From an optimization exercise on the open Yosys and OpenROAD flow, aimed at small area; shortcuts taken in it are not production practice. Function was checked by simulation only, so behaviour that the tests miss may differ from the original. Power figures rest on the tool's default switching activity, not on a simulated workload.

==> flow/design.v <==
module mdu_rx_engine (
    input  wire        clk,
    input  wire        rst,           
    input  wire        t_valid,
    input  wire [31:0] t_us,
    output wire        t_ready,
    input  wire [2:0]  rate,          
    input  wire        selected,      
    input  wire        q_pop,         
    output reg         q_full,        
    output reg         rx_active,
    output reg         frame_start,   
    output reg         byte_valid,    
    output wire [7:0]  byte_data,
    output reg         pkt_done,      
    output wire        pkt_queued,
    output wire        pkt_nack,
    output wire        pkt_ack,
    output reg         ack_pulse,     
    output wire [31:0] ack_dur
);
    wire k0, k1, k10, k100, k101, k102, k103, k104, k105, k106, k107, k108, k109, k11, k110, k111, k112, k113, k114, k115, k116, k117, k118, k119, k12, k120, k121, k122, k123, k124, k125, k126, k127, k128, k129, k13, k130, k131, k132, k133, k134, k135, k136, k137, k138, k139, k14, k140, k141, k142, k143, k144, k145, k146, k147, k148, k149, k15, k150, k151, k152, k153, k16, k17, k18, k19, k2, k20, k21, k22, k23, k24, k25, k26, k27, k28, k29, k3, k30, k31, k32, k33, k34, k35, k36, k37, k38, k39, k4, k40, k41, k42, k43, k44, k45, k46, k47, k48, k49, k5, k50, k51, k52, k53, k54, k55, k56, k57, k58, k59, k6, k60, k61, k62, k63, k64, k65, k66, k67, k68, k69, k7, k70, k71, k72, k73, k74, k75, k76, k77, k78, k79, k8, k80, k81, k82, k83, k84, k85, k86, k87, k88, k89, k9, k90, k91, k92, k93, k94, k95, k96, k97, k98, k99;
    wire c_bit, c_one, c_ack, fa;
    assign k114 = t_us[27] | t_us[26];
    assign k113 = t_us[25] | t_us[24];
    assign k112 = k113 | k114;
    assign k111 = t_us[31] | t_us[30];
    assign k110 = t_us[29] | t_us[28];
    assign k109 = k110 | k111;
    assign k108 = k109 | k112;
    assign k107 = t_us[15] | t_us[14];
    assign k106 = t_us[13] | t_us[12];
    assign k105 = k106 | k107;
    assign k104 = k105 | k108;
    assign k103 = t_us[19] | t_us[18];
    assign k102 = t_us[17] | t_us[16];
    assign k101 = k102 | k103;
    assign k100 = t_us[23] | t_us[22];
    assign k99 = t_us[21] | t_us[20];
    assign k98 = k99 | k100;
    assign k97 = k98 | k101;
    assign k96 = k97 | k104;
    assign k95 = ~(k96 | t_us[11]);
    assign k94 = t_us[9] | ~(t_us[10]);
    assign k93 = ~(t_us[8] | t_us[7]);
    assign k92 = k93 & ~(t_us[6]);
    assign k91 = ~t_us[3];
    assign k90 = t_us[5] & t_us[4];
    assign k89 = k90 & ~(k91);
    assign k88 = k92 & ~(k89);
    assign k87 = k88 | k94;
    assign k86 = ~t_us[6];
    assign k85 = k86 & ~(k90);
    assign k84 = ~(t_us[3] & t_us[5]);
    assign k83 = ~k84;
    assign k82 = ~(t_us[0] | t_us[1]);
    assign k81 = k82 & ~(t_us[2]);
    assign k80 = k83 & ~(k81);
    assign k79 = k80 | t_us[7];
    assign k78 = k85 & ~(k79);
    assign k77 = t_us[8] & ~(k78);
    assign k76 = k77 | k87;
    assign k75 = ~t_us[10];
    assign k74 = ~(t_us[9] | t_us[8]);
    assign k73 = ~(k74 & k75);
    assign k72 = ~rate[0];
    assign k71 = rate[2] | rate[1];
    assign k70 = k72 & ~(k71);
    assign k69 = k70 | k73;
    assign k68 = k95 & ~(k69);
    assign k67 = t_us[2] & t_us[1];
    assign k66 = ~(t_us[0] & t_us[1]);
    assign k65 = t_us[2] | t_us[3];
    assign k64 = k66 & ~(k65);
    assign k63 = t_us[4] & ~(k64);
    assign k62 = ~(k63 | t_us[5]);
    assign k61 = t_us[5] | ~(t_us[3]);
    assign k60 = k67 & ~(k61);
    assign k59 = k63 & ~(k60);
    assign k58 = k59 | k62;
    assign k57 = k86 & ~(k58);
    assign k56 = k57 & ~(k67);
    assign k55 = ~t_us[4];
    assign k54 = t_us[2] & ~(k66);
    assign k53 = k91 & ~(k54);
    assign k52 = ~(k53 & k55);
    assign k51 = k52 | k56;
    assign k50 = ~rate[2];
    assign k49 = t_us[5] | t_us[6];
    assign k48 = ~k49;
    assign k47 = k52 & ~(k48);
    assign k46 = k47 | k50;
    assign k45 = k51 & ~(k46);
    assign k44 = t_us[7] & ~(k45);
    assign k43 = k68 & ~(k44);
    assign k42 = ~(k64 & k55);
    assign k41 = ~(k42 & k62);
    assign k40 = k71 | t_us[6];
    assign k39 = t_us[2] & t_us[3];
    assign k38 = k39 & ~(k82);
    assign k37 = k38 | k40;
    assign k36 = k37 | k53;
    assign k35 = rate[2] & t_us[6];
    assign k34 = k36 & ~(k35);
    assign k33 = k34 | k41;
    assign k32 = rate[1] & rate[0];
    assign k31 = ~(k32 & k57);
    assign k30 = k55 & ~(k39);
    assign k29 = k30 | k49;
    assign k28 = t_us[1] & t_us[3];
    assign k27 = k28 | k39;
    assign k26 = k55 & ~(k66);
    assign k25 = k27 & ~(k26);
    assign k24 = k25 | k29;
    assign k23 = k72 & ~(k24);
    assign k22 = k31 & ~(k23);
    assign k21 = k50 & ~(k22);
    assign k20 = k33 & ~(k21);
    assign k19 = k43 & ~(k20);
    assign k18 = k76 & ~(k19);
    assign c_one = k95 & ~(k18);
    assign k17 = ~t_us[7];
    assign k16 = t_us[2] & ~(k84);
    assign k15 = k86 & ~(k16);
    assign k14 = k15 | k72;
    assign k13 = k14 & rate[1];
    assign k12 = k13 & ~(k57);
    assign k11 = k50 & ~(k12);
    assign k10 = t_us[2] & ~(k82);
    assign k9 = k10 | k52;
    assign k8 = ~(t_us[5] & t_us[6]);
    assign k7 = k9 & ~(k8);
    assign k6 = rate[1] & ~(k7);
    assign k5 = k24 & ~(k6);
    assign k4 = k11 & ~(k5);
    assign k3 = k17 & ~(k4);
    assign k2 = k43 & ~(k3);
    assign k1 = t_us[4] & ~(k82);
    assign k0 = k62 & ~(k1);
    assign k115 = t_us[6] & ~(k0);
    assign k116 = k115 | ~(k93);
    assign k117 = ~(k116 & t_us[9]);
    assign k118 = k90 & ~(k86);
    assign k119 = k17 & ~(k118);
    assign k120 = k119 & k74;
    assign k121 = k75 & ~(k120);
    assign k122 = t_us[11] & ~(k96);
    assign k123 = ~(k122 & k121);
    assign k124 = k117 & ~(k123);
    assign k125 = k124 | k2;
    assign c_bit = k125 | c_one;
    assign k126 = ~(t_us[9] & t_us[8]);
    assign k127 = k126 | k119;
    assign k128 = k79 & ~(k127);
    assign k129 = k128 | k75;
    assign k130 = k85 & ~(k83);
    assign k131 = t_us[7] & ~(k130);
    assign k132 = k74 & ~(k131);
    assign k133 = k132 | k129;
    assign fa = k122 & ~(k133);
    assign k134 = ~(k35 & t_us[7]);
    assign k135 = k134 | k89;
    assign k136 = k28 | t_us[5];
    assign k137 = k30 & ~(k136);
    assign k138 = k137 | k135;
    assign k139 = k32 | k57;
    assign k140 = k17 & ~(k5);
    assign k141 = k139 & ~(k140);
    assign k142 = ~(k49 & k72);
    assign k143 = t_us[6] & ~(k30);
    assign k144 = k143 | k142;
    assign k145 = k58 & ~(k144);
    assign k146 = k145 | k141;
    assign k147 = t_us[4] & ~(k53);
    assign k148 = k48 & ~(k147);
    assign k149 = t_us[7] & ~(k148);
    assign k150 = k149 | rate[2];
    assign k151 = k146 & ~(k150);
    assign k152 = k138 & ~(k151);
    assign k153 = k68 & ~(k152);
    assign c_ack = k153 | fa;
    reg fwin;
    always @(posedge clk) fwin <= fa;
    reg [6:0] dur;
    always @* begin
        if (fwin) dur = 7'd100;
        else case (rate)
            3'd1: dur = 7'd10;
            3'd2: dur = 7'd20;
            3'd3: dur = 7'd40;
            3'd4: dur = 7'd75;
            default: dur = 7'd100;
        endcase
    end
    assign ack_dur = {25'd0, dur};
    localparam [1:0] ST_PRE = 2'd0, ST_DATA = 2'd1, ST_END = 2'd2, ST_ACK = 2'd3;
    reg  [1:0] st;
    reg  [4:0] ph;
    assign t_ready = &ph;
    wire acc  = t_valid & t_ready & ~rst;
    wire s_pre = st == ST_PRE, s_data = st == ST_DATA, s_end = st == ST_END, s_ack = st == ST_ACK;
    wire step = acc & s_data & c_bit;     
    always @(posedge clk) ph <= (ph + 5'd1) | {5{step}};
    reg  [3:0] cnt;
    wire t0 = ~cnt[3] & ~cnt[0], t1 = cnt[0] & ~cnt[1], t2 = cnt[1] & ~cnt[2], t3 = cnt[2] & ~cnt[3];
    wire t4 =  cnt[3] &  cnt[0], t5 = ~cnt[0] & cnt[1], t6 = ~cnt[1] & cnt[2], t7 = ~cnt[2] & cnt[3];
    reg [7:0]  ab;       
    reg [31:0] c32;      
    reg [7:0]  c8;       
    assign byte_data = ab;
    always @(posedge clk) ab <= {ab[6:0], step ? c_one : ab[7]};
    wire fb32 = step & c32[31];
    localparam [31:0] POLY = 32'h04C11DB7;
    integer i;
    always @(posedge clk) begin
        c32[0] <= s_pre | (c32[31] ^ (step & c_one));
        for (i = 1; i < 32; i = i + 1)
            c32[i] <= c32[i-1] ^ (POLY[i] & fb32);
    end
    wire [7:0] vt;
    assign vt[0] = t3 | t5 | t6;
    assign vt[1] = t4 | t7;
    assign vt[2] = t2 | t4 | t5 | t7;
    assign vt[3] = t5 | t7;
    assign vt[4] = t1 | t5 | t7;
    assign vt[5] = t6;
    assign vt[6] = t0 | t4 | t6 | t7;
    assign vt[7] = t5;
    wire       fb8 = step & c8[0];
    wire [7:0] m8  = vt & {8{step & c_one}};
    always @(posedge clk) begin
        c8[7] <= ~s_pre & (c8[0] ^ m8[7]);
        c8[6] <= c8[7] ^ m8[6];
        c8[5] <= c8[6] ^ m8[5];
        c8[4] <= c8[5] ^ m8[4];
        c8[3] <= c8[4] ^ m8[3] ^ fb8;
        c8[2] <= c8[3] ^ m8[2] ^ fb8;
        c8[1] <= c8[2] ^ m8[1];
        c8[0] <= c8[1] ^ m8[0];
    end
    reg  [8:0] len;
    wire len_lt3 = ~|len[8:2];
    wire len_eq3 = ~|len[8:3] & (&len[2:0]);
    wire len_lt5 = ~|len[8:4] & (len[0] | ~len[1]) & (len[1] | ~len[2]) & (len[2] | ~len[3]);
    wire len_cap = len == 9'b011100110;
    reg  [1:0] cmd;
    wire [7:0] nb = {ab[6:0], c_one};    
    reg  [1:0] cls;
    always @* begin
        cls = 2'b00;
        if (nb == 8'hF2) cls = 2'b01;
        else if (nb == 8'hF7) cls = 2'b10;
        else if (nb == 8'hF8 || nb == 8'h08) cls = 2'b11;
    end
    reg nack, ack;
    assign pkt_nack   = nack;
    assign pkt_ack    = ack;
    assign pkt_queued = ~nack;
    wire crc8_ok  = ~|c8;
    wire crc32_ok = ~|c32;
    reg v_nack, v_ack;
    always @* begin
        if (len_lt5) begin
            v_nack = 1'b1; v_ack = 1'b0;
        end else if (q_full) begin
            v_nack = 1'b1; v_ack = (cmd == 2'b01) & crc8_ok;
        end else if (cmd == 2'b11) begin
            v_nack = ~crc32_ok; v_ack = ~crc32_ok;
        end else begin
            v_nack = ~crc8_ok; v_ack = (cmd == 2'b10) & ~crc8_ok;
        end
    end
    wire c_zero = c_bit & ~c_one;
    wire c_inv  = ~c_bit & ~c_ack;
    wire ovr    = c_ack & ~s_ack;                        
    wire go     = s_pre & c_zero & cnt[1];               
    wire last   = s_data & c_bit & t7;                   
    wire ackok  = s_ack & c_ack & selected;
    wire rxr    = (ovr & ~selected)
                | (s_pre & (c_inv | (c_zero & ~cnt[1])))
                | ((s_data | s_end) & c_inv)
                | (last & len_cap)
                | (s_ack & ~ackok);                      
    wire e_byte = last & ~len_cap;
    wire e_pkt  = s_end & c_one;
    wire e_ack  = ackok & ((nack & cnt[0] & ~cnt[3]) | (ack & cnt[3] & ~cnt[0]));
    always @(posedge clk) begin
        frame_start <= acc & go;
        byte_valid  <= acc & e_byte;
        pkt_done    <= acc & e_pkt;
        ack_pulse   <= acc & e_ack;
    end
    always @(posedge clk) begin
        if (rst | (acc & (rxr | go)))
            cnt <= 4'd0;
        else if (acc & ((s_pre & c_one) | (s_data & c_bit) | ackok))
            cnt <= {cnt[2:0], s_pre | ~cnt[3]};
    end
    always @(posedge clk) begin
        if (rst) begin
            st <= ST_PRE;
        end else if (acc) begin
            if (ovr)
                st <= selected ? ST_ACK : ST_PRE;
            else case (st)
                ST_PRE:  st <= go ? ST_DATA : ST_PRE;
                ST_DATA: st <= c_inv ? ST_PRE : last ? (len_cap ? ST_PRE : ST_END) : ST_DATA;
                ST_END:  st <= c_zero ? ST_DATA : c_one ? ST_ACK : ST_PRE;
                default: st <= ackok ? ST_ACK : ST_PRE;
            endcase
        end
    end
    always @(posedge clk) begin
        if (acc & go) begin
            len <= 9'd0; cmd <= 2'b11;
        end else if (acc & e_byte) begin
            len <= {len[7:0], ~(len[8] ^ len[4])};
            if (len_lt3) begin
                if (nb != 8'hFF) cmd <= 2'b00;
            end else if (len_eq3) begin
                cmd <= cmd[0] ? cls : 2'b00;
            end
        end
    end
    always @(posedge clk) begin
        if (rst | (acc & rxr) | (acc & ackok & t7)) begin
            nack <= 1'b0; ack <= 1'b0;
        end else if (acc & e_pkt) begin
            nack <= v_nack; ack <= v_ack;
        end
    end
    always @(posedge clk) begin
        if (rst)
            q_full <= 1'b0;
        else if (acc & e_pkt & ~v_nack)
            q_full <= 1'b1;
        else if (q_pop)
            q_full <= 1'b0;
    end
    always @(posedge clk) begin
        if (rst)
            rx_active <= 1'b0;
        else if (acc & go)
            rx_active <= 1'b1;
    end
endmodule
==> flow/flow/run.sh <==
#!/bin/bash
# Layout flow: the standard flow (standard.sh) with two changes.
#  1. After the standard synthesis, its combinational logic is re-mapped for
#     area by flow/ropt.sh; the registers stay as synthesis made them.
#  2. The port buffers that placement inserts use the smallest buffer cell,
#     and power recovery after global routing downsizes non-critical cells.
#  3. Clock tree synthesis uses clkbuf_8 and inserts no dummy loads.
# Each tool's output goes to a log file in this folder.
set -euo pipefail
R=orfs/results/$FLOW_PLATFORM/mdu_rx_engine/base
ARGS=("BUFFER_PORTS_ARGS=-buffer_cell sky130_fd_sc_hd__buf_1" "RECOVER_POWER=100"
      "CTS_ARGS=-sink_clustering_enable -repair_clock_nets -dont_use_dummy_load -buf_list sky130_fd_sc_hd__clkbuf_8")
bash standard.sh "${ARGS[@]}" synth > log_standard_synth.txt 2>&1
cp $R/1_2_yosys.v std_1_2_yosys.v
bash flow/ropt.sh std_1_2_yosys.v ropt_1_2_yosys.v > log_ropt.txt 2>&1
cp ropt_1_2_yosys.v $R/1_2_yosys.v
touch $R/1_2_yosys.v
bash standard.sh "${ARGS[@]}" finish > log_standard_finish.txt 2>&1
==> flow/flow/dontuse.txt <==
sky130_fd_sc_hd__fill_1
sky130_fd_sc_hd__fill_2
sky130_fd_sc_hd__fill_4
sky130_fd_sc_hd__fill_8
sky130_fd_sc_hd__lpflow_bleeder_1
sky130_fd_sc_hd__lpflow_clkbufkapwr_1
sky130_fd_sc_hd__lpflow_clkbufkapwr_16
sky130_fd_sc_hd__lpflow_clkbufkapwr_2
sky130_fd_sc_hd__lpflow_clkbufkapwr_4
sky130_fd_sc_hd__lpflow_clkbufkapwr_8
sky130_fd_sc_hd__lpflow_clkinvkapwr_1
sky130_fd_sc_hd__lpflow_clkinvkapwr_16
sky130_fd_sc_hd__lpflow_clkinvkapwr_2
sky130_fd_sc_hd__lpflow_clkinvkapwr_4
sky130_fd_sc_hd__lpflow_clkinvkapwr_8
sky130_fd_sc_hd__lpflow_decapkapwr_12
sky130_fd_sc_hd__lpflow_decapkapwr_3
sky130_fd_sc_hd__lpflow_decapkapwr_4
sky130_fd_sc_hd__lpflow_decapkapwr_6
sky130_fd_sc_hd__lpflow_decapkapwr_8
sky130_fd_sc_hd__lpflow_inputiso0n_1
sky130_fd_sc_hd__lpflow_inputiso0p_1
sky130_fd_sc_hd__lpflow_inputiso1n_1
sky130_fd_sc_hd__lpflow_inputiso1p_1
sky130_fd_sc_hd__lpflow_inputisolatch_1
sky130_fd_sc_hd__lpflow_isobufsrc_1
sky130_fd_sc_hd__lpflow_isobufsrc_16
sky130_fd_sc_hd__lpflow_isobufsrc_2
sky130_fd_sc_hd__lpflow_isobufsrc_4
sky130_fd_sc_hd__lpflow_isobufsrc_8
sky130_fd_sc_hd__lpflow_isobufsrckapwr_16
sky130_fd_sc_hd__lpflow_lsbuf_lh_hl_isowell_tap_1
sky130_fd_sc_hd__lpflow_lsbuf_lh_hl_isowell_tap_2
sky130_fd_sc_hd__lpflow_lsbuf_lh_hl_isowell_tap_4
sky130_fd_sc_hd__lpflow_lsbuf_lh_isowell_4
sky130_fd_sc_hd__lpflow_lsbuf_lh_isowell_tap_1
sky130_fd_sc_hd__lpflow_lsbuf_lh_isowell_tap_2
sky130_fd_sc_hd__lpflow_lsbuf_lh_isowell_tap_4
sky130_fd_sc_hd__probe_p_8
sky130_fd_sc_hd__probec_p_8
==> flow/flow/ropt.sh <==
#!/bin/bash
# Re-map the combinational logic of the standard synthesis netlist for area.
# The flip-flop instances (and so their names and cell types) are kept as they are.
# usage: ropt.sh in.v out.v
set -euo pipefail
LIB=$FLOW_HOME/platforms/$FLOW_PLATFORM/lib/sky130_fd_sc_hd__tt_025C_1v80.lib
HERE=$(cd "$(dirname "$0")" && pwd)
DU=$(sed 's/^/-dont_use /' "$HERE/dontuse.txt" | tr '\n' ' ')
S="strash;dc2;dch,-f;map,-a;mfs2;strash;dc2;&get,-n;&st;&dch,-f;&nf,-R,1000;&put;strash;dc2;&get,-n;&st;&dch,-f;&nf,-R,1000;&put"
cat > ropt.ys <<EOF
read_liberty -ignore_miss_func $LIB
blackbox sky130_fd_sc_hd__dfxtp_1
read_verilog $1
hierarchy -top $FLOW_TOP
flatten
opt_clean -purge
abc -liberty $LIB $DU -script +$S
opt_clean -purge
hilomap -singleton -hicell sky130_fd_sc_hd__conb_1 HI -locell sky130_fd_sc_hd__conb_1 LO
splitnets
opt_clean -purge
insbuf -buf sky130_fd_sc_hd__buf_4 A X
opt_clean -purge
autoname
read_liberty -lib $LIB
hierarchy -top $FLOW_TOP
check -assert
tee -o ropt_stat.txt stat -liberty $LIB
write_verilog -noattr -noexpr -nohex -nodec $2
EOF
yosys -s ropt.ys
==> flow/standard.sh <==
#!/bin/bash
# synth_recipe.tcl (not shown) runs the flow's synth.tcl, then flattens the netlist and writes it again
# the make line also repeats each setting of config.mk as NAME=value (left out here)
make -C /OpenROAD-flow-scripts/flow DESIGN_CONFIG=/design/flow/config.mk WORK_HOME=/design/flow/orfs CLKGATE_MAP_FILE= SYNTH_SCRIPT=/design/flow/synth_recipe.tcl "${@:-finish}"
==> flow/config.mk <==
export PLATFORM = sky130hd
export DESIGN_NAME = mdu_rx_engine
export DESIGN_NICKNAME = mdu_rx_engine
export VERILOG_FILES = /design/flow/design.v
export SDC_FILE = /design/flow/constraint.sdc
export NUM_CORES = 4
export LEC_CHECK = 0
export CAP_MARGIN = 20
export CORE_MARGIN = 2
export CORE_UTILIZATION = 40
export PLACE_DENSITY = 0.6
export SLEW_MARGIN = 20
==> flow/constraint.sdc <==
create_clock -name core_clock -period 10.0 [get_ports {clk}]
set_input_delay 2.0000 -clock core_clock [delete_from_list [all_inputs] [get_ports {clk}]]
set_output_delay 2.0000 -clock core_clock [all_outputs]
set_load 0.01 [all_outputs]
==> results of run 1 <==
-- routing by layer --
metal | vias to the layer above | wire (um) | GRT usage [%]
li1 | 1541 | - | -
met1 | 1355 | 3730 | 22.7
met2 | 83 | 3400 | 26.3
met3 | 7 | 327 | 3.53
met4 | 0 | 92 | 5.02
met5 | - | 0 | 0
-- per-stage QoR --
stage / setup slack, ps / cell area [sq um] / cells / hold WS (ps) / utilization (%)
CTS: 4820 / 3850 / 589 / 341 / 44.8
floorplan: 5140 / 3590 / 440 / 331 / -
detailed placement: 4470 / 3730 / 580 / 337 / 43.4
finish: 4770 / 3850 / 589 / 336 / 44.8
global placement: 4530 / 3730 / 580 / 337 / 43.4
global route: 4410 / 3850 / 589 / 347 / 44.8
-- power by group through the flow --
stage	Combinational [W]	Clock (W)	Sequential (W)
after global routing	0.0000373	0.000195	0.000314
final	0.0000333	0.000175	0.000315
after CTS	0.0000329	0.000181	0.000315
after floorplan	0.0000249	0	0.000322
after global placement	0.0000323	0	0.000322
after detailed placement	0.0000327	0	0.000322
-- worst reg2reg max path, delay by kind of cell (launching register included) --
family / cells / cell delay (ps)
DFF: 1 / 370
muxes: 1 / 260
and+or+nand+nor: 8 / 2510
-- final cells by class --
cell class / count / share of cell area [%]
inverters: 13 / 1.27
well taps: 108 / 3.51
multi-input cells: 316 / 44.7
repair buffers: 64 / 6.24
clock buffers: 9 / 3.22
flip-flops and latches: 79 / 41.1
-- cells in the final DEF, fill, tap and decap left out, types with 9 or more instances in the layout --
cell,instances
nor3_1,13
and3_1,9
xnor2_1,16
nor2b_1,10
nor2_1,46
nand3_1,15
a21oi_1,29
buf_1,59
dfxtp_1,79
conb_1,25
clkinv_1,13
nor4_1,18
nand2_1,49
clkbuf_8,9
o21ai_0,18
-- state kept, by name, indices dropped and copies added, names as in the netlist --
register / cells
fwin: 1
c8: 8
st: 2
frame_start: 1
c32: 32
ack_pulse: 1
cnt: 4
rx_active: 1
ab: 8
ack: 1
len: 9
pkt_done: 1
q_full: 1
cmd: 2
byte_valid: 1
ph: 5
nack: 1
-- path summary, 6_finish.rpt --
kind	from	end	slack (ps)	cells past startpoint
worst max-delay path	rate[2]	len[7]$_SDFFE_PP0P_	4770	13
worst min register to register	c32[14]$_DFF_P_	c32[15]$_DFF_P_	340	0
worst max register to register	ph[0]$_DFF_P_	len[7]$_SDFFE_PP0P_	6760	9
worst min-delay path	c32[14]$_DFF_P_	c32[15]$_DFF_P_	340	0
==> out/qor.csv, run 1 <==
stage;metric;value;unit
power;power.net_switching;0.000118;W
power;p_clk_share;33.5;%
worst_setup_path;crit_chain;clkbuf_1, nor3_1, o211ai_1, a2111oi_0, nor3_1, nor4_1, a21oi_1, a21oi_1, nand3_1, nor2_1, and2_0, mux2i_1, nor2_1;
clock_network;cts_tree;built;
yosys;netlist_instances;416;
routing;wl;7.54;mm
finish;finalNetCount;523;
clock_network;cts_sinks;79;
sta;clock_skew;29.3;ps
sta;rsz0062_at_grt;no;
yosys;syn_area;3500;sq um
finish;area_delta_synth_final;9.97;%
sta;fmax;0.191;GHz
die;core_region_area;8590;sq um
placed_design;place.gp.congestion;0.854;
die;die_y;97.6;um
worst_setup_path;start_kind;input pin;
power;pwr-share-seq;60.1;%
worst_setup_path;critPathTopFamily;simple AND/OR/NAND/NOR gates;
clock_network;cts_buffer_depth;2;
die;num_io_pins;90;
finish;drive_gt1_share;1.87;%
worst_setup_path;cp.arrival;5430;ps
yosys;synth-warning-count;1;
finish;regArea;1580;sq um
clock_network;cts-resized-gates;0;
routing;vias;2986;
clock_network;clk_pin_slew;90;ps
power;p_leak;1.45;nW
worst_setup_path;critPathCaptureType;register;
power;pwr-share-comb;6.4;%
routing;ant_nets;0;
routing;first_iter_violations;137;
sta;fin_tns_setup;0;ps
finish;nFillCells;884;
global_route;grt-ovfl-total;0;
sta;min_period_over_period;52.3;%
clock_network;cts-htree-levels;3;
clock_network;cts-root-buf;clkbuf_8;
sta;worst_pin_slew;781;ps
worst_setup_path;cp_slowest_cell;and2_0;
clock_network;clock_latency;350;ps
worst_setup_path;crit_buf_inv;1;
worst_setup_path;cp_data_required_time;10210;ps
sta;maxSlewViolCount;0;
yosys;avgSynthCellArea;8.42;sq um
placed_design;io_buffers;64;
finish;antenna_cells;0;
power;p_sw_share;22.5;%
sta;max_slew_margin;47.9;%
global_route;grt_max_degree;16;
routing;wl_per_cell;12.8;um
worst_setup_path;critical_path_class;input pin to register;
global_route;grt_antenna_before_repair;0;
die;start_util;40.8;%
worst_hold_path;hold_class;register to register;
routing;drt-pass1-iter-count;4;
routing;vias_per_cell;5.07;
sta;setup_viol;0;
die;die_x;97.6;um
sta;timing.final.crit_period;5230;ps
routing;post-route-drc-count;0;
clock_network;hold_buffers;0;
worst_setup_path;crit_path_max_fanout;14;
power;max-vdd-ir-drop;0.0819;mV
job;drv_cap;0;
global_route;grt_pass1_wl;13.0;mm
clock_network;cts_made_buffers;9;
finish;multi_input_area;1720;sq um
power;p_total;0.000523;W
power;p_int;0.000406;W
die;fp-row-count;34;
power;powerDensity;136;nW/um^2
placed_design;hpwl;5.68;mm
status;status;complete, no violations;
clock_network;cts_setup_buffers;0;
worst_setup_path;slowest_delay;690;ps
sta;hold_viol;0;
global_route;gr-usage-all-layers;16.6;%
die;die_area;9520;sq um
global_route;grt_pass1_vias;2817;
==> inputs of run 2 (changes only) <==
--- a/flow/design.v
+++ b/flow/design.v
@@ -180,6 +180,5 @@
     assign k153 = k68 & ~(k152);
     assign c_ack = k153 | fa;
-    reg fwin;
-    always @(posedge clk) fwin <= fa;
+    wire fwin;
     reg [6:0] dur;
     always @* begin
@@ -201,5 +200,6 @@
     wire s_pre = st == ST_PRE, s_data = st == ST_DATA, s_end = st == ST_END, s_ack = st == ST_ACK;
     wire step = acc & s_data & c_bit;     
-    always @(posedge clk) ph <= (ph + 5'd1) | {5{step}};
+    wire ph_in = ph[4] ^ ph[2] ^ ~|ph[3:0];
+    always @(posedge clk) ph <= {ph[3:0], ph_in} | {5{step}};
     reg  [3:0] cnt;
     wire t0 = ~cnt[3] & ~cnt[0], t1 = cnt[0] & ~cnt[1], t2 = cnt[1] & ~cnt[2], t3 = cnt[2] & ~cnt[3];
@@ -209,5 +209,6 @@
     reg [7:0]  c8;       
     assign byte_data = ab;
-    always @(posedge clk) ab <= {ab[6:0], step ? c_one : ab[7]};
+    always @(posedge clk) ab <= {ab[6:0], step ? c_one : (acc & s_ack) ? fa : ab[7]};
+    assign fwin = ab[0];
     wire fb32 = step & c32[31];
     localparam [31:0] POLY = 32'h04C11DB7;
==> flow/flow/run.sh (replaced) <==
#!/bin/bash
# Layout flow: the standard flow (standard.sh) with these changes.
#  1. After the standard synthesis, its combinational logic is re-mapped for
#     area by flow/ropt.sh; the registers stay as synthesis made them.
#  2. The port buffers that placement inserts use the smallest buffer cell,
#     and power recovery after global routing downsizes non-critical cells.
#  3. Clock tree synthesis uses clkbuf_8 and inserts no dummy loads.
#  4. The constant outputs share one tie cell (no tie fanout repair).
# Each tool's output goes to a log file in this folder.
set -euo pipefail
R=orfs/results/$FLOW_PLATFORM/mdu_rx_engine/base
ARGS=("BUFFER_PORTS_ARGS=-buffer_cell sky130_fd_sc_hd__buf_1" "RECOVER_POWER=100"
      "CTS_ARGS=-sink_clustering_enable -repair_clock_nets -dont_use_dummy_load -buf_list sky130_fd_sc_hd__clkbuf_8"
      "SKIP_REPAIR_TIE_FANOUT=1")
bash standard.sh "${ARGS[@]}" synth > log_standard_synth.txt 2>&1
cp $R/1_2_yosys.v std_1_2_yosys.v
bash flow/ropt.sh std_1_2_yosys.v ropt_1_2_yosys.v > log_ropt.txt 2>&1
cp ropt_1_2_yosys.v $R/1_2_yosys.v
touch $R/1_2_yosys.v
bash standard.sh "${ARGS[@]}" finish > log_standard_finish.txt 2>&1
==> flow/flow/ropt.sh (replaced) <==
#!/bin/bash
# Re-map the combinational logic of the standard synthesis netlist for area.
# The flip-flop instances (and so their names and cell types) are kept as they are.
# First ABC's deepsyn (time-limited) is tried; if that fails, a fixed script.
# usage: ropt.sh in.v out.v
set -uo pipefail
LIB=$FLOW_HOME/platforms/$FLOW_PLATFORM/lib/sky130_fd_sc_hd__tt_025C_1v80.lib
HERE=$(cd "$(dirname "$0")" && pwd)
DU=$(sed 's/^/-dont_use /' "$HERE/dontuse.txt" | tr '\n' ' ')
S1="${ROPT_S1:-&get,-n;&deepsyn,-S,1,-T,120;&put;strash;dch,-f;map,-a}"
S2='strash;dc2;dch,-f;map,-a;mfs2;strash;dc2;&get,-n;&st;&dch,-f;&nf,-R,1000;&put;strash;dc2;&get,-n;&st;&dch,-f;&nf,-R,1000;&put'
run() {
cat > ropt_$3.ys <<EOF
read_liberty -ignore_miss_func $LIB
blackbox sky130_fd_sc_hd__dfxtp_1
read_verilog $1
hierarchy -top $FLOW_TOP
flatten
opt_clean -purge
abc -liberty $LIB $DU -script +$4
opt_clean -purge
hilomap -singleton -hicell sky130_fd_sc_hd__conb_1 HI -locell sky130_fd_sc_hd__conb_1 LO
splitnets
opt_clean -purge
insbuf -buf sky130_fd_sc_hd__buf_4 A X
opt_clean -purge
autoname
read_liberty -lib $LIB
hierarchy -top $FLOW_TOP
check -assert
tee -o ropt_stat_$3.txt stat -liberty $LIB
write_verilog -noattr -noexpr -nohex -nodec $2
EOF
timeout ${5:-900} yosys -s ropt_$3.ys
}
if run "$1" "$2" ds "$S1" 900 && [ -s "$2" ]; then
  echo "ropt: deepsyn script used"
else
  echo "ropt: deepsyn script failed, using the fixed script"
  rm -f "$2"
  run "$1" "$2" fixed "$S2" 900
fi
==> out/qor.csv, run 2 <==
stage;metric;value;unit;change
status;status;complete, no violations;;
sta;fmax;0.182;GHz;-5.0%
finish;area_delta_synth_final;7.46;%;
die;die_x;96.5;um;-1.1%
yosys;syn_area;3420;sq um;-2.3%
sta;clock_skew;22.5;ps;-6.87 ps
power;p_int;0.000402;W;-0.92%
die;fp-row-count;33;;-2.9%
finish;finalNetCount;517;;-1.1%
clock_network;cts_tree;built;;
sta;setup_ws;4500;ps;-273 ps
worst_setup_path;cp.arrival;5730;ps;+300 ps
clock_network;cts_setup_buffers;0;;unchanged
clock_network;cts-htree-levels;3;;unchanged
routing;wl;7.88;mm;+4.4%
finish;utilization;44.5;%;-0.27 points
die;core_region_area;8260;sq um;-3.9%
power;pwr-share-seq;59.4;%;-0.7 points
clock_network;cts_buffer_depth;2;;unchanged
power;max-vdd-ir-drop;0.0619;mV;-24%
sta;worst_pin_slew;783;ps;+1.70 ps
sta;rsz0062_at_grt;no;;
routing;post-route-drc-count;0;;unchanged
placed_design;place.gp.congestion;0.924;;+8.2%
clock_network;hold_buffers;0;;unchanged
finish;reg.largest.list;c32 (32), len (9);;
finish;antenna_cells;0;;unchanged
worst_setup_path;start_kind;input pin;;
job;drv_cap;0;;unchanged
finish;largest_reg_flops;32;;unchanged
finish;nFillCells;854;;-3.4%
global_route;gr-usage-all-layers;18.7;%;+2.1 points
finish;final_cell_mix;78 x dfxtp_1, 71 x clkinv_1, 61 x buf_1;;
clock_network;cts_sinks;78;;-1.3%
worst_setup_path;crit_path_max_fanout;8;;-6
sta;hold_viol;0;;unchanged
clock_network;cts-root-buf;clkbuf_8;;
finish;final_common_cell;dfxtp_1;;
placed_design;placed_cell_area;3550;sq um;-4.6%
worst_setup_path;cp_data_required_time;10230;ps;+20 ps
power;p_leak;1.30;nW;-11%
sta;maxSlewViolCount;0;;unchanged
routing;first_iter_violations;87;;-36%
clock_network;clock_latency;350;ps;about the same
yosys;netlist_instances;434;;+4.3%
power;p_total;0.000524;W;+0.16%
finish;drive_gt1_share;2.32;%;+0.44 points
clock_network;clk_pin_slew;90;ps;about the same
sta;fin_tns_setup;0;ps;unchanged
sta;max_slew_margin;46.5;%;-1.4 points
finish;top_register;c32;;
global_route;grt_antenna_before_repair;0;;unchanged
yosys;avgSynthCellArea;7.89;sq um;-6.3%
global_route;grt_pass1_wl;13.3;mm;+2.9%
placed_design;hpwl;6.31;mm;+11%
global_route;grt_pass1_vias;2836;;+0.67%
power;power.net_switching;0.000122;W;+3.9%
clock_network;cts-resized-gates;0;;unchanged
power;pwr-share-comb;6.5;%;about the same
routing;wl_per_cell;13.6;um;+6.0%
global_route;grt-ovfl-total;0;;unchanged
worst_setup_path;critical_path_class;input pin to register;;
die;start_util;41.5;%;+0.70 points
power;p_clk_share;34.0;%;+0.5 points
power;p_sw_share;23.3;%;+0.84 points
power;powerDensity;142;nW/um^2;+4.9%
global_route;grt_max_degree;26;;+10
clock_network;cts_made_buffers;9;;unchanged
worst_hold_path;hold_class;register to register;;
worst_setup_path;critPathCaptureType;register;;
die;die_area;9310;sq um;-2.2%
yosys;synth-warning-count;1;;unchanged
routing;drt-pass1-iter-count;5;;+1
sta;min_period_over_period;55.0;%;+2.7 points
routing;vias_per_cell;5.16;;+1.9%
placed_design;pre_cts_ws;4300;ps;-167 ps
finish;final_cell_area;3680;sq um;-4.5%
routing;vias;2995;;+0.30%
die;num_io_pins;90;;unchanged
sta;setup_viol;0;;unchanged
die;die_y;96.5;um;-1.1%
placed_design;io_buffers;64;;unchanged
sta;timing.final.crit_period;5500;ps;+273 ps
routing;ant_nets;0;;unchanged
-- run 2: cell types whose count changed in the layout (fill, tap and decap cells not counted), sizes merged, moves of 8 or more --
| cell | previous run | this run |
|---|---|---|
| clkinv | 13 | 71 |
| conb | 25 | 1 |
| nor2 | 46 | 59 |
| nand2 | 49 | 37 |
| o22ai | 1 | 12 |
| nor2b | 10 | 0 |
| and3 | 9 | 1 |
-- run 2: cell type report --
cell class                 instances  area [sq um]  area share (%)
timing repair buffer              64           240            6.53
tap                              105           131            3.57
multi-input combinational        253          1360            36.8
sequential                        78          1560            42.4
inverter                          71           267            7.24
clock buffer                       9           124            3.37
-- run 2: worst paths after layout --
path	start	endpoint	slack [ps]	cells past startpoint
min	c32[23]$_DFF_P_	c32[24]$_DFF_P_	320	0
min reg2reg	c32[23]$_DFF_P_	c32[24]$_DFF_P_	320	0
max	t_us[4]	cmd[1]$_SDFFE_PP1P_	4500	22
max reg2reg	ph[3]$_DFF_P_	cmd[1]$_SDFFE_PP1P_	6850	14
-- run 2: power by group through the flow --
stage          Clock (W)  Combinational (W)  Sequential (W)
2_1_floorplan          0          0.0000270        0.000318
3_3_place_gp           0          0.0000346        0.000319
3_5_place_dp           0          0.0000338        0.000319
4_1_cts         0.000184          0.0000339        0.000312
5_1_grt         0.000197          0.0000387        0.000311
6_report        0.000178          0.0000343        0.000312
-- run 2: stage by stage --
step,hold slack (ps),cells
after global placement,335,571
final,324,580
after CTS,327,580
after floorplan,324,434
after detailed placement,335,571
after global routing,326,580
-- run 2: worst max-delay path: stages --
cell and delay (ps):
clkbuf_1 240, clkinv_1 220, nor2_1 140, o21ai_0 80
clkinv_1 70, a21oi_1 50, a21oi_1 200, o21bai_1 180
o2111ai_1 160, o311ai_0 140, nand4_1 120, o21ai_0 100
nand2_1 170, nor2_1 220, clkinv_1 120, nand2_1 90
nand2_1 110, nor2_1 130, clkinv_1 210, a2111oi_0 660
o211a_1 250, o21ai_0 60
-- run 2: routing by layer --
layer / vias up / routed length, um / GRT usage [%]
li1: 1516 / - / -
met1: 1356 / 3740 / 25.0
met2: 115 / 3620 / 30.4
met3: 8 / 420 / 4.42
met4: 0 / 90 / 4.93
met5: - / 0 / 0
==> inputs of run 3 (changes only) <==
--- a/flow/flow/ropt.sh
+++ b/flow/flow/ropt.sh
@@ -2,5 +2,6 @@
 # Re-map the combinational logic of the standard synthesis netlist for area.
 # The flip-flop instances (and so their names and cell types) are kept as they are.
-# First ABC's deepsyn (time-limited) is tried; if that fails, a fixed script.
+# ABC's deepsyn (time-limited) runs with four seeds in parallel and the smallest
+# result is kept; if all fail, a fixed ABC script is used.
 # usage: ropt.sh in.v out.v
 set -uo pipefail
@@ -8,5 +9,5 @@
 HERE=$(cd "$(dirname "$0")" && pwd)
 DU=$(sed 's/^/-dont_use /' "$HERE/dontuse.txt" | tr '\n' ' ')
-S1="${ROPT_S1:-&get,-n;&deepsyn,-S,1,-T,120;&put;strash;dch,-f;map,-a}"
+DST=${ROPT_T:-150}
 S2='strash;dc2;dch,-f;map,-a;mfs2;strash;dc2;&get,-n;&st;&dch,-f;&nf,-R,1000;&put;strash;dc2;&get,-n;&st;&dch,-f;&nf,-R,1000;&put'
 run() {
@@ -32,11 +33,23 @@
 write_verilog -noattr -noexpr -nohex -nodec $2
 EOF
-timeout ${5:-900} yosys -s ropt_$3.ys
+timeout 900 yosys -s ropt_$3.ys > log_ropt_$3.txt 2>&1
 }
-if run "$1" "$2" ds "$S1" 900 && [ -s "$2" ]; then
-  echo "ropt: deepsyn script used"
+for s in 1 2 3 4; do
+  run "$1" ropt_ds$s.v ds$s "&get,-n;&deepsyn,-S,$s,-T,$DST;&put;strash;&get,-n;&st;&dch,-f;&nf,-R,1000;&put" &
+done
+wait
+best=""; barea=""
+for s in 1 2 3 4; do
+  a=$(grep -s 'Chip area' ropt_stat_ds$s.txt | awk '{print $NF}')
+  if [ -n "$a" ] && [ -s ropt_ds$s.v ]; then
+    echo "ropt: seed $s area $a"
+    if [ -z "$barea" ] || awk "BEGIN{exit !($a < $barea)}"; then best=$s; barea=$a; fi
+  fi
+done
+if [ -n "$best" ]; then
+  echo "ropt: deepsyn seed $best used"
+  cp ropt_ds$best.v "$2"
 else
-  echo "ropt: deepsyn script failed, using the fixed script"
-  rm -f "$2"
-  run "$1" "$2" fixed "$S2" 900
+  echo "ropt: deepsyn failed, using the fixed script"
+  run "$1" "$2" fixed "$S2"
 fi
==> out/qor.csv, run 3 <==
stage;metric;value;unit;change
power;p_total;0.000519;W;-1.1%
finish;top_register;c32;;
placed_design;io_buffers;64;;unchanged
clock_network;clock_latency;350;ps;about the same
routing;ant_nets;0;;unchanged
global_route;grt_pass1_vias;2552;;-10%
worst_setup_path;cp_slowest_cell;a211oi_1;;
clock_network;cts-htree-levels;3;;unchanged
sta;hold_ws;328;ps;+4.63 ps
global_route;grt_pass1_wl;11.9;mm;-11%
sta;clock_skew;33.9;ps;+11.5 ps
sta;timing.final.crit_period;5860;ps;+365 ps
global_route;grt_antenna_before_repair;0;;unchanged
finish;reg.largest.list;c32 (32), len (9);;
global_route;grtUsageMet1;21.8;%;-3.2 points
global_route;grt_use_met2;27.9;%;-2.5 points
placed_design;hpwl;5.63;mm;-11%
worst_hold_path;hold_class;register to register;;
sta;fmax;0.171;GHz;-6.2%
worst_setup_path;crit_top_cell;nor2_1;;
sta;rsz0062_at_grt;no;;
clock_network;cts_buffer_depth;2;;unchanged
global_route;grt-ovfl-total;0;;unchanged
die;die_x;95.3;um;-1.3%
routing;vias;2767;;-7.6%
worst_setup_path;critical_path_class;input pin to register;;
die;start_util;41.0;%;-0.49 points
worst_setup_path;slowest_delay;670;ps;about the same
yosys;syn_area;3330;sq um;-2.7%
finish;largest_reg_flops;32;;unchanged
finish;utilization;44.1;%;-0.40 points
die;fp-row-count;33;;unchanged
power;p_leak;1.29;nW;-0.70%
routing;wl;7.33;mm;-7.0%
yosys;avgSynthCellArea;8.81;sq um;+12%
worst_setup_path;cp_data_required_time;10230;ps;about the same
sta;hold_viol;0;;unchanged
clock_network;cts_sinks;78;;unchanged
routing;drt-pass1-iter-count;4;;-1
power;powerDensity;144;nW/um^2;+1.3%
sta;max_slew_margin;42.6;%;-3.9 points
finish;final_common_cell;dfxtp_1;;
clock_network;cts-root-buf;clkbuf_8;;
sta;min_period_over_period;58.6;%;+3.6 points
yosys;synth-warning-count;1;;unchanged
worst_setup_path;start_kind;input pin;;
worst_setup_path;crit_chain;clkbuf_1, nor2_1, nand2_1, and3_1, nor4_1, a21oi_1, o32ai_1, o21ai_0, a211oi_1, a21oi_1, nor3_1, nand2_1, nor2_1, and2_0, nor2_1, a22o_1;;
die;num_io_pins;90;;unchanged
die;die_area;9080;sq um;-2.6%
finish;antenna_cells;0;;unchanged
finish;drive_gt1_share;2.14;%;-0.17 points
sta;maxSlewViolCount;0;;unchanged
power;max-vdd-ir-drop;0.0664;mV;+7.2%
global_route;gr-usage-all-layers;17.2;%;-1.5 points
clock_network;cts_tree;built;;
sta;setup_viol;0;;unchanged
die;die_y;95.3;um;-1.3%
clock_network;cts_made_buffers;9;;unchanged
routing;post-route-drc-count;0;;unchanged
status;status;complete, no violations;;
yosys;netlist_instances;378;;-13%
routing;first_iter_violations;148;;+70%
routing;wl_per_cell;14.0;um;+2.8%
worst_setup_path;critPathCaptureType;register;;
global_route;top_usage_layer;met2;;
finish;area_delta_synth_final;7.77;%;
worst_setup_path;cp.arrival;6090;ps;+360 ps
clock_network;cts_setup_buffers;0;;unchanged
clock_network;hold_buffers;0;;unchanged
sta;worst_pin_slew;861;ps;+78.1 ps
placed_design;place.gp.congestion;0.918;;-0.67%
finish;finalNetCount;462;;-11%
die;core_region_area;8130;sq um;-1.5%
worst_setup_path;crit_path_max_fanout;9;;+1
clock_network;clk_pin_slew;90;ps;about the same
finish;final_cell_mix;78 x dfxtp_1, 62 x buf_1, 48 x nand2_1;;
job;drv_cap;0;;unchanged
routing;vias_per_cell;5.27;;+2.1%
global_route;grt_max_degree;26;;unchanged
global_route;grt_util_met3;6.01;%;+1.6 points
sta;fin_tns_setup;0;ps;unchanged
clock_network;cts-resized-gates;0;;unchanged
==> run 3: final cells by class <==
class	instances	area, sq um
Sequential cell	78	1560
Tap cell	105	131
Inverter	12	45.0
Fill cell	823	4540
Clock buffer	9	124
Multi-Input combinational cell	256	1490
Timing Repair Buffer	65	244
==> run 3: worst paths after layout <==
check / start / endpoint / slack (ps) / cells after the start
hold / removal: c32[14]$_DFF_P_ / c32[15]$_DFF_P_ / 330 / 0
setup / recovery: t_us[3] / len[1]$_SDFFE_PP0P_ / 4140 / 16
hold reg to reg: c32[14]$_DFF_P_ / c32[15]$_DFF_P_ / 330 / 0
setup reg to reg: ph[0]$_DFF_P_ / len[1]$_SDFFE_PP0P_ / 7500 / 9
==> run 3: power breakdown <==
part	total [W]	leakage (nW)	internal (W)	switching, W
Sequential	0.000312	0.631	0.000311	0.000000489
Clock	0.000174	0.0647	0.0000802	0.0000938
Combinational	0.0000330	0.595	0.0000106	0.0000225
==> run 3: critical path, delay by kind of cell <==
| family | cells | cell delay, ps |
|---|---|---|
| buf+inv | 1 | 170 |
| simple gates | 9 | 2400 |
| compound gates | 6 | 1520 |
==> run 3: layer usage <==
| layer | share of wire [%] | up-vias |
|---|---|---|
| li1 | - | 1407 |
| met1 | 48 | 1295 |
| met2 | 47 | 57 |
| met3 | 4.2 | 8 |
| met4 | 0.74 | 0 |
| met5 | 0 | - |
==> run 3: per-stage QoR <==
| stage | cell area (sq um) | cells | worst slack, ps |
|---|---|---|---|
| floorplan | 3330 | 378 | 4870 |
| detailed placement | 3470 | 516 | 3880 |
| global route | 3590 | 525 | 3840 |
| CTS | 3590 | 525 | 4240 |
| global placement | 3470 | 516 | 4190 |
| finish | 3590 | 525 | 4140 |
==> inputs of run 4 (changes only) <==
--- a/flow/flow/ropt.sh
+++ b/flow/flow/ropt.sh
@@ -2,5 +2,5 @@
 # Re-map the combinational logic of the standard synthesis netlist for area.
 # The flip-flop instances (and so their names and cell types) are kept as they are.
-# ABC's deepsyn (time-limited) runs with four seeds in parallel and the smallest
+# ABC's deepsyn (time-limited) runs with eight seeds, four at a time, and the smallest
 # result is kept; if all fail, a fixed ABC script is used.
 # usage: ropt.sh in.v out.v
@@ -35,10 +35,14 @@
 timeout 900 yosys -s ropt_$3.ys > log_ropt_$3.txt 2>&1
 }
-for s in 1 2 3 4; do
+SEEDS="1 2 3 4 5 6 7 8"
+n=0
+for s in $SEEDS; do
   run "$1" ropt_ds$s.v ds$s "&get,-n;&deepsyn,-S,$s,-T,$DST;&put;strash;&get,-n;&st;&dch,-f;&nf,-R,1000;&put" &
+  n=$((n+1))
+  if [ $((n % 4)) -eq 0 ]; then wait; fi
 done
 wait
 best=""; barea=""
-for s in 1 2 3 4; do
+for s in $SEEDS; do
   a=$(grep -s 'Chip area' ropt_stat_ds$s.txt | awk '{print $NF}')
   if [ -n "$a" ] && [ -s ropt_ds$s.v ]; then
==> out/qor.csv, run 4 <==
stage;metric;value;unit;change
status;status;complete, no violations;;
clock_network;cts_sinks;78;;unchanged
sta;timing.final.crit_period;6410;ps;+548 ps
finish;reg.largest.list;c32 (32), len (9);;
routing;post-route-drc-count;0;;unchanged
clock_network;cts_setup_buffers;0;;unchanged
finish;utilization;44.0;%;-0.17 points
sta;rsz0062_at_grt;no;;
global_route;grt_pass1_vias;2537;;-0.59%
finish;antenna_cells;0;;unchanged
die;fp-row-count;33;;unchanged
routing;vias;2784;;+0.61%
clock_network;cts-root-buf;clkbuf_8;;
die;core_region_area;8130;sq um;unchanged
global_route;grt_max_degree;26;;unchanged
clock_network;cts-htree-levels;3;;unchanged
sta;hold_ws;315;ps;-12.7 ps
routing;wl;7.28;mm;-0.64%
finish;area_delta_synth_final;7.68;%;about the same
die;num_io_pins;90;;unchanged
placed_design;io_buffers;64;;unchanged
worst_setup_path;crit_path_max_fanout;11;;+2
sta;hold_viol;0;;unchanged
die;die_x;95.1;um;-0.15%
routing;ant_nets;0;;unchanged
finish;final_common_cell;dfxtp_1;;
yosys;netlist_instances;385;;+1.9%
routing;wl_per_cell;13.7;um;-1.8%
sta;worst_pin_slew;1150;ps;+289 ps
sta;setup_viol;0;;unchanged
sta;fin_tns_setup;0;ps;unchanged
sta;min_period_over_period;64.1;%;+5.5 points
global_route;grt_pass1_wl;12.0;mm;+0.87%
power;powerDensity;145;nW/um^2;+0.56%
placed_design;place.gp.congestion;0.886;;-3.5%
sta;maxSlewViolCount;0;;unchanged
clock_network;cts_made_buffers;9;;unchanged
routing;vias_per_cell;5.24;;-0.52%
worst_setup_path;ff2ff_path_depth;6;;-3
finish;final_cell_area;3580;sq um;-0.38%
clock_network;cts_tree;built;;
finish;final_cell_mix;78 x dfxtp_1, 62 x buf_1, 46 x nor2_1;;
finish;largest_reg_flops;32;;unchanged
finish;top_register;c32;;
worst_setup_path;critPathCaptureType;register;;
clock_network;hold_buffers;0;;unchanged
yosys;syn_area;3320;sq um;-0.30%
die;start_util;40.8;%;-0.12 points
clock_network;clk_pin_slew;90;ps;about the same
worst_hold_path;hold_class;register to register;;
finish;multi_input_area;1460;sq um;-1.7%
die;die_y;95.1;um;-0.15%
global_route;grt_antenna_before_repair;0;;unchanged
sta;clock_skew;28.2;ps;-5.74 ps
clock_network;cts_buffer_depth;2;;unchanged
finish;drive_gt1_share;2.11;%;-0.030 points
worst_setup_path;cp_data_required_time;10230;ps;about the same
worst_hold_path;holdPathStages;0;;unchanged
finish;nFillCells;810;;-1.6%
sta;fmax;0.156;GHz;-8.5%
clock_network;clock_latency;360;ps;about the same
placed_design;hpwl;5.46;mm;-3.0%
power;p_leak;1.23;nW;-4.4%
worst_setup_path;start_kind;input pin;;
sta;max_slew_margin;22.7;%;-20 points
placed_design;placed_cell_area;3450;sq um;-0.50%
die;die_area;9050;sq um;-0.29%
finish;finalNetCount;468;;+1.3%
finish;regArea;1560;sq um;unchanged
power;max-vdd-ir-drop;0.0478;mV;-28%
yosys;synth-warning-count;1;;unchanged
global_route;gr-usage-all-layers;17.1;%;-0.13 points
routing;drt-pass1-iter-count;4;;unchanged
clock_network;cts-resized-gates;0;;unchanged
job;drv_cap;0;;unchanged
worst_setup_path;critical_path_class;input pin to register;;
global_route;grt-ovfl-total;0;;unchanged
worst_setup_path;cp.arrival;6640;ps;+550 ps
routing;first_iter_violations;137;;-7.4%
yosys;avgSynthCellArea;8.63;sq um;-2.1%
run 4: cell count changes in the layout (fill, tap and decap cells not counted), sizes merged, moves of 4 or more:
cell | before | now
a21oi | 22 | 26
clkinv | 12 | 16
a2111oi | 0 | 4
and2 | 4 | 0
o211ai | 5 | 0
nand3 | 13 | 7
nor2 | 32 | 46
nand2 | 48 | 42
o21ai | 12 | 20
run 4: worst max-delay path: stages:
cell	delay [ps]
clkbuf_1	160
a211o_1	330
a2111oi_0	590
a22oi_1	130
a2111oi_0	480
nor2_1	130
nor2_1	440
nor2b_1	100
a21oi_1	200
nand4_1	200
or2_0	300
nor3_1	890
nor2_1	350
a22o_1	330
run 4: final timing paths:
| path | from | to | slack [ps] |
|---|---|---|---|
| max | t_us[3] | len[0]$_SDFFE_PP0P_ | 3590 |
| min | c32[26]$_DFF_P_ | c32[27]$_DFF_P_ | 320 |
| max reg2reg | st[0]$_SDFFE_PP0P_ | len[0]$_SDFFE_PP0P_ | 7200 |
| min reg2reg | c32[26]$_DFF_P_ | c32[27]$_DFF_P_ | 320 |
run 4: through the flow:
step	setup WS, ps	total power (W)	cells
2_1_floorplan	4400	0.000342	385
5_1_grt	3140	0.000541	531
3_3_place_gp	3560	0.000350	522
3_5_place_dp	3360	0.000350	522
4_1_cts	3710	0.000526	531
6_report	3590	0.000519	531
run 4: report_power, final:
part           internal (W)  leakage (nW)  switching, W
Sequential         0.000311         0.631   0.000000443
Combinational     0.0000100         0.537     0.0000218
Clock             0.0000803        0.0647     0.0000959
Total              0.000401          1.23      0.000118
run 4: layout make-up:
type / count / area share (%)
sequential: 78 / 43.7
multi-input combinational: 259 / 40.8
timing repair buffer: 64 / 6.72
tap: 105 / 3.67
clock buffer: 9 / 3.46
inverter: 16 / 1.68
run 4: layer usage:
layer  GRT usage [%]  wire [um]  vias to the layer above
met2            26.1       3340                       92
met4            7.00        107                        0
met5               0          0                        -
met3            4.90        477                       11
met1            22.5       3350                     1267
li1                -          -                     1414
==> inputs of run 5 (changes only) <==
--- a/flow/design.v
+++ b/flow/design.v
@@ -220,12 +220,12 @@
     end
     wire [7:0] vt;
-    assign vt[0] = t3 | t5 | t6;
-    assign vt[1] = t4 | t7;
-    assign vt[2] = t2 | t4 | t5 | t7;
-    assign vt[3] = t5 | t7;
-    assign vt[4] = t1 | t5 | t7;
-    assign vt[5] = t6;
-    assign vt[6] = t0 | t4 | t6 | t7;
-    assign vt[7] = t5;
+    assign vt[0] = t1 | t3 | t7;
+    assign vt[1] = t0;
+    assign vt[2] = t0 | t2 | t6;
+    assign vt[3] = t1 | t3;
+    assign vt[4] = t0 | t3 | t5;
+    assign vt[5] = t2;
+    assign vt[6] = t2 | t4;
+    assign vt[7] = t1;
     wire       fb8 = step & c8[0];
     wire [7:0] m8  = vt & {8{step & c_one}};
==> out/qor.csv, run 5 <==
stage;metric;value;unit;change
finish;final_cell_mix;78 x dfxtp_1, 60 x buf_1, 32 x nor2_1;;
worst_setup_path;r2r_start;ph[2]$_DFF_P_;;
job;drv_cap;0;;unchanged
finish;largest_reg_flops;32;;unchanged
routing;drt-pass1-iter-count;4;;unchanged
worst_setup_path;reg2reg_to;len[0]$_SDFFE_PP0P_;;
finish;regArea;1560;sq um;unchanged
worst_hold_path;holdPathStages;0;;unchanged
worst_setup_path;cp_slowest_cell;nor2b_1;;
power;p_sw_share;23.0;%;+0.29 points
power;p_clk_share;34.3;%;+0.4 points
clock_network;cts_buffer_depth;2;;unchanged
sta;setup_viol;0;;unchanged
clock_network;cts-root-buf;clkbuf_8;;
die;num_io_pins;90;;unchanged
global_route;grt_pass1_wl;11.1;mm;-7.1%
die;core_region_area;8090;sq um;-0.51%
routing;wl;7.05;mm;-3.2%
clock_network;cts_tree;built;;
clock_network;cts-htree-levels;3;;unchanged
power;p_leak;1.24;nW;+0.44%
finish;multi_input_area;1460;sq um;unchanged
worst_hold_path;hold_end;c32[14]$_DFF_P_;;
yosys;netlist_instances;364;;-5.5%
sta;timing.final.crit_period;5540;ps;-873 ps
placed_design;hpwl;5.28;mm;-3.2%
die;die_y;94.9;um;-0.27%
finish;nFillCells;834;;+3.0%
finish;reg.largest.list;c32 (32), len (9);;
worst_hold_path;hold_class;register to register;;
power;max-vdd-ir-drop;0.0562;mV;+17%
die;fp-row-count;33;;unchanged
clock_network;cts-resized-gates;0;;unchanged
global_route;grt_max_degree;26;;unchanged
worst_setup_path;crit_chain;clkbuf_1, and2_0, a31o_1, o21ai_0, nor2_1, a22oi_1, o32a_1, o22ai_1, and2_0, clkinv_1, nand2_1, and3_1, nor2b_1, nor2b_1, nor2_1, a22o_1;;
power;pwr-share-seq;59.6;%;-0.4 points
sta;fmax;0.181;GHz;+16%
sta;hold_ws;329;ps;+13.5 ps
die;die_x;94.9;um;-0.27%
sta;fin_tns_setup;0;ps;unchanged
worst_setup_path;start_kind;input pin;;
worst_setup_path;r2r_setup_slack;6960;ps;-240 ps
worst_setup_path;cp_data_required_time;10240;ps;about the same
finish;final_cell_area;3560;sq um;-0.52%
worst_setup_path;critPathCaptureType;register;;
die;die_area;9000;sq um;-0.54%
finish;drive_gt1_share;2.22;%;+0.11 points
global_route;grt_pass1_vias;2432;;-4.1%
finish;final_common_cell;dfxtp_1;;
finish;finalNetCount;447;;-4.5%
clock_network;cts_setup_buffers;0;;unchanged
routing;post-route-drc-count;0;;unchanged
clock_network;hold_buffers;0;;unchanged
sta;worst_pin_slew;697;ps;-453 ps
clock_network;cts_sinks;78;;unchanged
power;pwr-share-comb;6.1;%;about the same
worst_setup_path;ff2ff_path_depth;9;;+3
placed_design;placed_cell_area;3430;sq um;-0.54%
sta;max_slew_margin;53.4;%;+31 points
die;start_util;40.8;%;about the same
yosys;synth-warning-count;1;;unchanged
power;power.net_switching;0.000120;W;+1.6%
worst_setup_path;crit_path_max_fanout;10;;-1
global_route;gr-usage-all-layers;16.0;%;-1.1 points
global_route;grt_antenna_before_repair;0;;unchanged
status;status;complete, no violations;;
placed_design;pre_cts_ws;4110;ps;+750 ps
clock_network;cts_made_buffers;9;;unchanged
routing;first_iter_violations;120;;-12%
worst_hold_path;min_from;c32[13]$_DFF_P_;;
worst_setup_path;slowest_delay;590;ps;-300 ps
global_route;grt-ovfl-total;0;;unchanged
clock_network;clk_pin_slew;90;ps;about the same
sta;hold_viol;0;;unchanged
worst_setup_path;cp.arrival;5780;ps;-860 ps
sta;clock_skew;27.7;ps;-0.499 ps
finish;antenna_cells;0;;unchanged
placed_design;io_buffers;64;;unchanged
finish;area_delta_synth_final;7.73;%;about the same
worst_setup_path;critical_path_class;input pin to register;;
routing;wl_per_cell;13.8;um;+0.80%
sta;min_period_over_period;55.4;%;-8.7 points
power;p_int;0.000401;W;about the same
sta;rsz0062_at_grt;no;;
routing;ant_nets;0;;unchanged
routing;vias;2695;;-3.2%
finish;utilization;44.0;%;about the same
clock_network;clock_latency;370;ps;about the same
placed_design;place.gp.congestion;0.872;;-1.6%
sta;setup_ws;4460;ps;+873 ps
power;powerDensity;146;nW/um^2;+0.86%
yosys;avgSynthCellArea;9.07;sq um;+5.2%
yosys;syn_area;3300;sq um;-0.56%
routing;vias_per_cell;5.28;;+0.79%
sta;maxSlewViolCount;0;;unchanged
finish;top_register;c32;;
run 5: final cells by class:
class | instances | share of cell area, %
clock buffer | 9 | 3.48
inverter | 11 | 1.16
multi-input combinational | 243 | 41.0
sequential | 78 | 43.9
tap | 105 | 3.69
timing repair buffer | 64 | 6.75
run 5: worst max path at each step:
stage,from,to,slack [ps],cells past startpoint
after global placement,t_us[3],len[0]$_SDFFE_PP0P_,4380,16
after CTS,t_us[3],len[0]$_SDFFE_PP0P_,4490,16
after detailed placement,t_us[3],len[0]$_SDFFE_PP0P_,4110,16
after floorplan,rate[0],ack_dur[5],4870,4
after global routing,t_us[3],len[0]$_SDFFE_PP0P_,4090,16
final,t_us[3],len[0]$_SDFFE_PP0P_,4460,16
run 5: metal layers:
layer	GRT usage (%)	part of all wire, %	vias to the layer above
li1	-	-	1375
met4	6.52	1.7	0
met3	3.99	6.1	13
met1	20.9	48	1221
met5	0	0	-
met2	25.1	44	86
run 5: per-stage QoR:
stage | total power [W] | cells
after CTS | 0.000525 | 510
after global placement | 0.000349 | 501
after global routing | 0.000540 | 510
after detailed placement | 0.000349 | 501
after floorplan | 0.000342 | 364
final | 0.000521 | 510
run 5: power by group through the flow:
stage                     combinational, W  clock (W)  sequential [W]
after floorplan                  0.0000237          0        0.000318
after global placement           0.0000311          0        0.000318
after detailed placement         0.0000314          0        0.000318
after CTS                        0.0000314   0.000183        0.000311
after global routing             0.0000352   0.000194        0.000311
final                            0.0000317   0.000179        0.000311
run 5: critical path: cells and delay by family:
kind | cells | cell delay (ps)
AOI/OAI and AO/OA | 6 | 1080
buffers and inverters | 2 | 370
and+or+nand+nor | 8 | 2320
==> inputs of run 6 (changes only) <==
--- a/flow/design.v
+++ b/flow/design.v
@@ -202,7 +202,7 @@
     wire ph_in = ph[4] ^ ph[2] ^ ~|ph[3:0];
     always @(posedge clk) ph <= {ph[3:0], ph_in} | {5{step}};
-    reg  [3:0] cnt;
-    wire t0 = ~cnt[3] & ~cnt[0], t1 = cnt[0] & ~cnt[1], t2 = cnt[1] & ~cnt[2], t3 = cnt[2] & ~cnt[3];
-    wire t4 =  cnt[3] &  cnt[0], t5 = ~cnt[0] & cnt[1], t6 = ~cnt[1] & cnt[2], t7 = ~cnt[2] & cnt[3];
+    reg  [2:0] cnt;
+    wire t0 = cnt == 3'd0, t1 = cnt == 3'd1, t2 = cnt == 3'd2, t3 = cnt == 3'd3;
+    wire t4 = cnt == 3'd4, t5 = cnt == 3'd5, t6 = cnt == 3'd6, t7 = cnt == 3'd7;
     reg [7:0]  ab;       
     reg [31:0] c32;      
@@ -285,5 +285,5 @@
     wire e_byte = last & ~len_cap;
     wire e_pkt  = s_end & c_one;
-    wire e_ack  = ackok & ((nack & cnt[0] & ~cnt[3]) | (ack & cnt[3] & ~cnt[0]));
+    wire e_ack  = ackok & ((nack & (t1 | t2 | t3)) | (ack & (t5 | t6 | t7)));
     always @(posedge clk) begin
         frame_start <= acc & go;
@@ -294,7 +294,7 @@
     always @(posedge clk) begin
         if (rst | (acc & (rxr | go)))
-            cnt <= 4'd0;
-        else if (acc & ((s_pre & c_one) | (s_data & c_bit) | ackok))
-            cnt <= {cnt[2:0], s_pre | ~cnt[3]};
+            cnt <= 3'd0;
+        else if (acc & ((s_pre & c_one & ~cnt[1]) | (s_data & c_bit) | ackok))
+            cnt <= cnt + 3'd1;
     end
     always @(posedge clk) begin
--- a/flow/flow/ropt.sh
+++ b/flow/flow/ropt.sh
@@ -2,5 +2,5 @@
 # Re-map the combinational logic of the standard synthesis netlist for area.
 # The flip-flop instances (and so their names and cell types) are kept as they are.
-# ABC's deepsyn (time-limited) runs with eight seeds, four at a time, and the smallest
+# ABC's deepsyn (time-limited) runs with twelve seeds, four at a time, and the smallest
 # result is kept; if all fail, a fixed ABC script is used.
 # usage: ropt.sh in.v out.v
@@ -35,5 +35,5 @@
 timeout 900 yosys -s ropt_$3.ys > log_ropt_$3.txt 2>&1
 }
-SEEDS="1 2 3 4 5 6 7 8"
+SEEDS="1 2 3 4 5 6 7 8 9 10 11 12"
 n=0
 for s in $SEEDS; do
==> out/qor.csv, run 6 <==
stage;metric;value;unit;change
status;status;complete, no violations;;
clock_network;hold_buffers;0;;unchanged
worst_setup_path;cp_slowest_cell;a2111oi_0;;
sta;maxSlewViolCount;0;;unchanged
sta;fin_tns_setup;0;ps;unchanged
clock_network;cts_setup_buffers;0;;unchanged
worst_setup_path;slowest_delay;610;ps;+20 ps
die;start_util;40.5;%;-0.32 points
routing;drt-pass1-iter-count;4;;unchanged
global_route;grt_pass1_vias;2354;;-3.2%
global_route;grt_util_met3;4.79;%;+0.80 points
die;die_x;94.5;um;-0.38%
worst_setup_path;start_kind;input pin;;
yosys;netlist_instances;354;;-2.7%
sta;timing.final.crit_period;5830;ps;+295 ps
clock_network;cts-root-buf;clkbuf_8;;
power;p_leak;1.25;nW;+0.74%
routing;first_iter_violations;142;;+18%
sta;setup_viol;0;;unchanged
finish;antenna_cells;0;;unchanged
yosys;avgSynthCellArea;9.26;sq um;+2.0%
finish;drive_gt1_share;2.27;%;+0.051 points
global_route;grt_max_degree;26;;unchanged
die;fp-row-count;33;;unchanged
routing;vias_per_cell;5.36;;+1.4%
global_route;grt_pass1_wl;11.3;mm;+1.6%
global_route;gr-usage-all-layers;16.2;%;+0.21 points
global_route;top_usage_layer;met1;;
clock_network;cts-htree-levels;3;;unchanged
die;die_area;8930;sq um;-0.77%
sta;worst_pin_slew;796;ps;+98.9 ps
finish;utilization;43.7;%;-0.28 points
clock_network;cts_sinks;77;;-1.3%
sta;max_slew_margin;46.8;%;-6.6 points
power;max-vdd-ir-drop;0.0922;mV;+64%
yosys;syn_area;3280;sq um;-0.80%
sta;min_period_over_period;58.3;%;+2.9 points
worst_setup_path;crit_path_max_fanout;10;;unchanged
sta;fmax;0.171;GHz;-5.1%
global_route;grt_use_met2;22.6;%;-2.5 points
clock_network;cts_made_buffers;9;;unchanged
worst_setup_path;critical_path_class;input pin to register;;
routing;vias;2684;;-0.41%
die;num_io_pins;90;;unchanged
clock_network;cts-resized-gates;0;;unchanged
placed_design;placed_cell_area;3420;sq um;-0.55%
worst_hold_path;hold_class;register to register;;
job;drv_cap;0;;unchanged
clock_network;cts_buffer_depth;2;;unchanged
worst_setup_path;cp.arrival;6050;ps;+270 ps
die;core_region_area;8090;sq um;unchanged
global_route;grt-ovfl-total;0;;unchanged
global_route;grt_antenna_before_repair;0;;unchanged
worst_setup_path;critPathCaptureType;register;;
worst_setup_path;cp_data_required_time;10220;ps;-20 ps
placed_design;io_buffers;64;;unchanged
sta;clock_skew;36.5;ps;+8.79 ps
finish;final_cell_area;3540;sq um;-0.63%
finish;reg.largest.list;c32 (32), len (9);;
finish;final_cell_mix;77 x dfxtp_1, 61 x buf_1, 34 x nor2_1;;
routing;wl_per_cell;14.0;um;+1.3%
clock_network;cts_tree;built;;
yosys;synth-warning-count;1;;unchanged
sta;rsz0062_at_grt;no;;
clock_network;clk_pin_slew;100;ps;about the same
finish;final_common_cell;dfxtp_1;;
sta;hold_ws;327;ps;-1.86 ps
global_route;grtUsageMet1;24.0;%;+3.1 points
clock_network;clock_latency;360;ps;about the same
routing;wl;7.01;mm;-0.50%
run 6: cell count changes in the layout (fill, tap and decap cells not counted), moves of 4 or more:
cell	change
nand2_1	-11
o21ai_0	-4
clkinv_1	-4
a22o_1	-4
xor2_1	+4
run 6: path summary, 6_finish.rpt:
path / startpoint / cells after the start / endpoint
min: c32[13]$_DFF_P_ / 0 / c32[14]$_DFF_P_
max: t_us[3] / 13 / len[0]$_SDFFE_PP0P_
max reg2reg: ph[1]$_DFF_P_ / 10 / len[0]$_SDFFE_PP0P_
min reg2reg: c32[13]$_DFF_P_ / 0 / c32[14]$_DFF_P_
run 6: through the flow:
step                      std cells  power (W)
after floorplan                 354   0.000338
after detailed placement        492   0.000346
after CTS                       501   0.000516
after global routing            501   0.000535
final                           501   0.000513
after global placement          492   0.000346
run 6: layout make-up:
type / instances / area, sq um
tap: 105 / 131
timing repair buffer: 65 / 244
fill: 836 / 4560
sequential: 77 / 1540
clock buffer: 9 / 124
inverter: 7 / 26.3
multi-input combinational: 238 / 1470
run 6: metal layers:
| layer | share of wire (%) | up-vias |
|---|---|---|
| li1 | - | 1350 |
| met1 | 51 | 1245 |
| met2 | 42 | 79 |
| met3 | 6.2 | 10 |
| met4 | 1.1 | 0 |
| met5 | 0 | - |
run 6: power by group:
| part | switching, W | internal, W |
|---|---|---|
| combinational | 0.0000227 | 0.0000105 |
| clock | 0.0000931 | 0.0000803 |
| sequential | 0.000000000000257 | 0.000307 |
run 6: worst max-delay path: cells and delay by family:
kind                   cells  cell delay (ps)
and+or+nand+nor            5             1700
buffers and inverters      2              570
AOI/OAI and AO/OA          6             1770

Re-timed with assumed drivers on the ports (clkbuf_16 on the clock, buf_2 on other inputs), run 6 has 4.171 ns of setup slack against 4.167 ns with ideal ports, and 3.802 ns once port delays also move by the mid clock arrival of 0.368 ns.
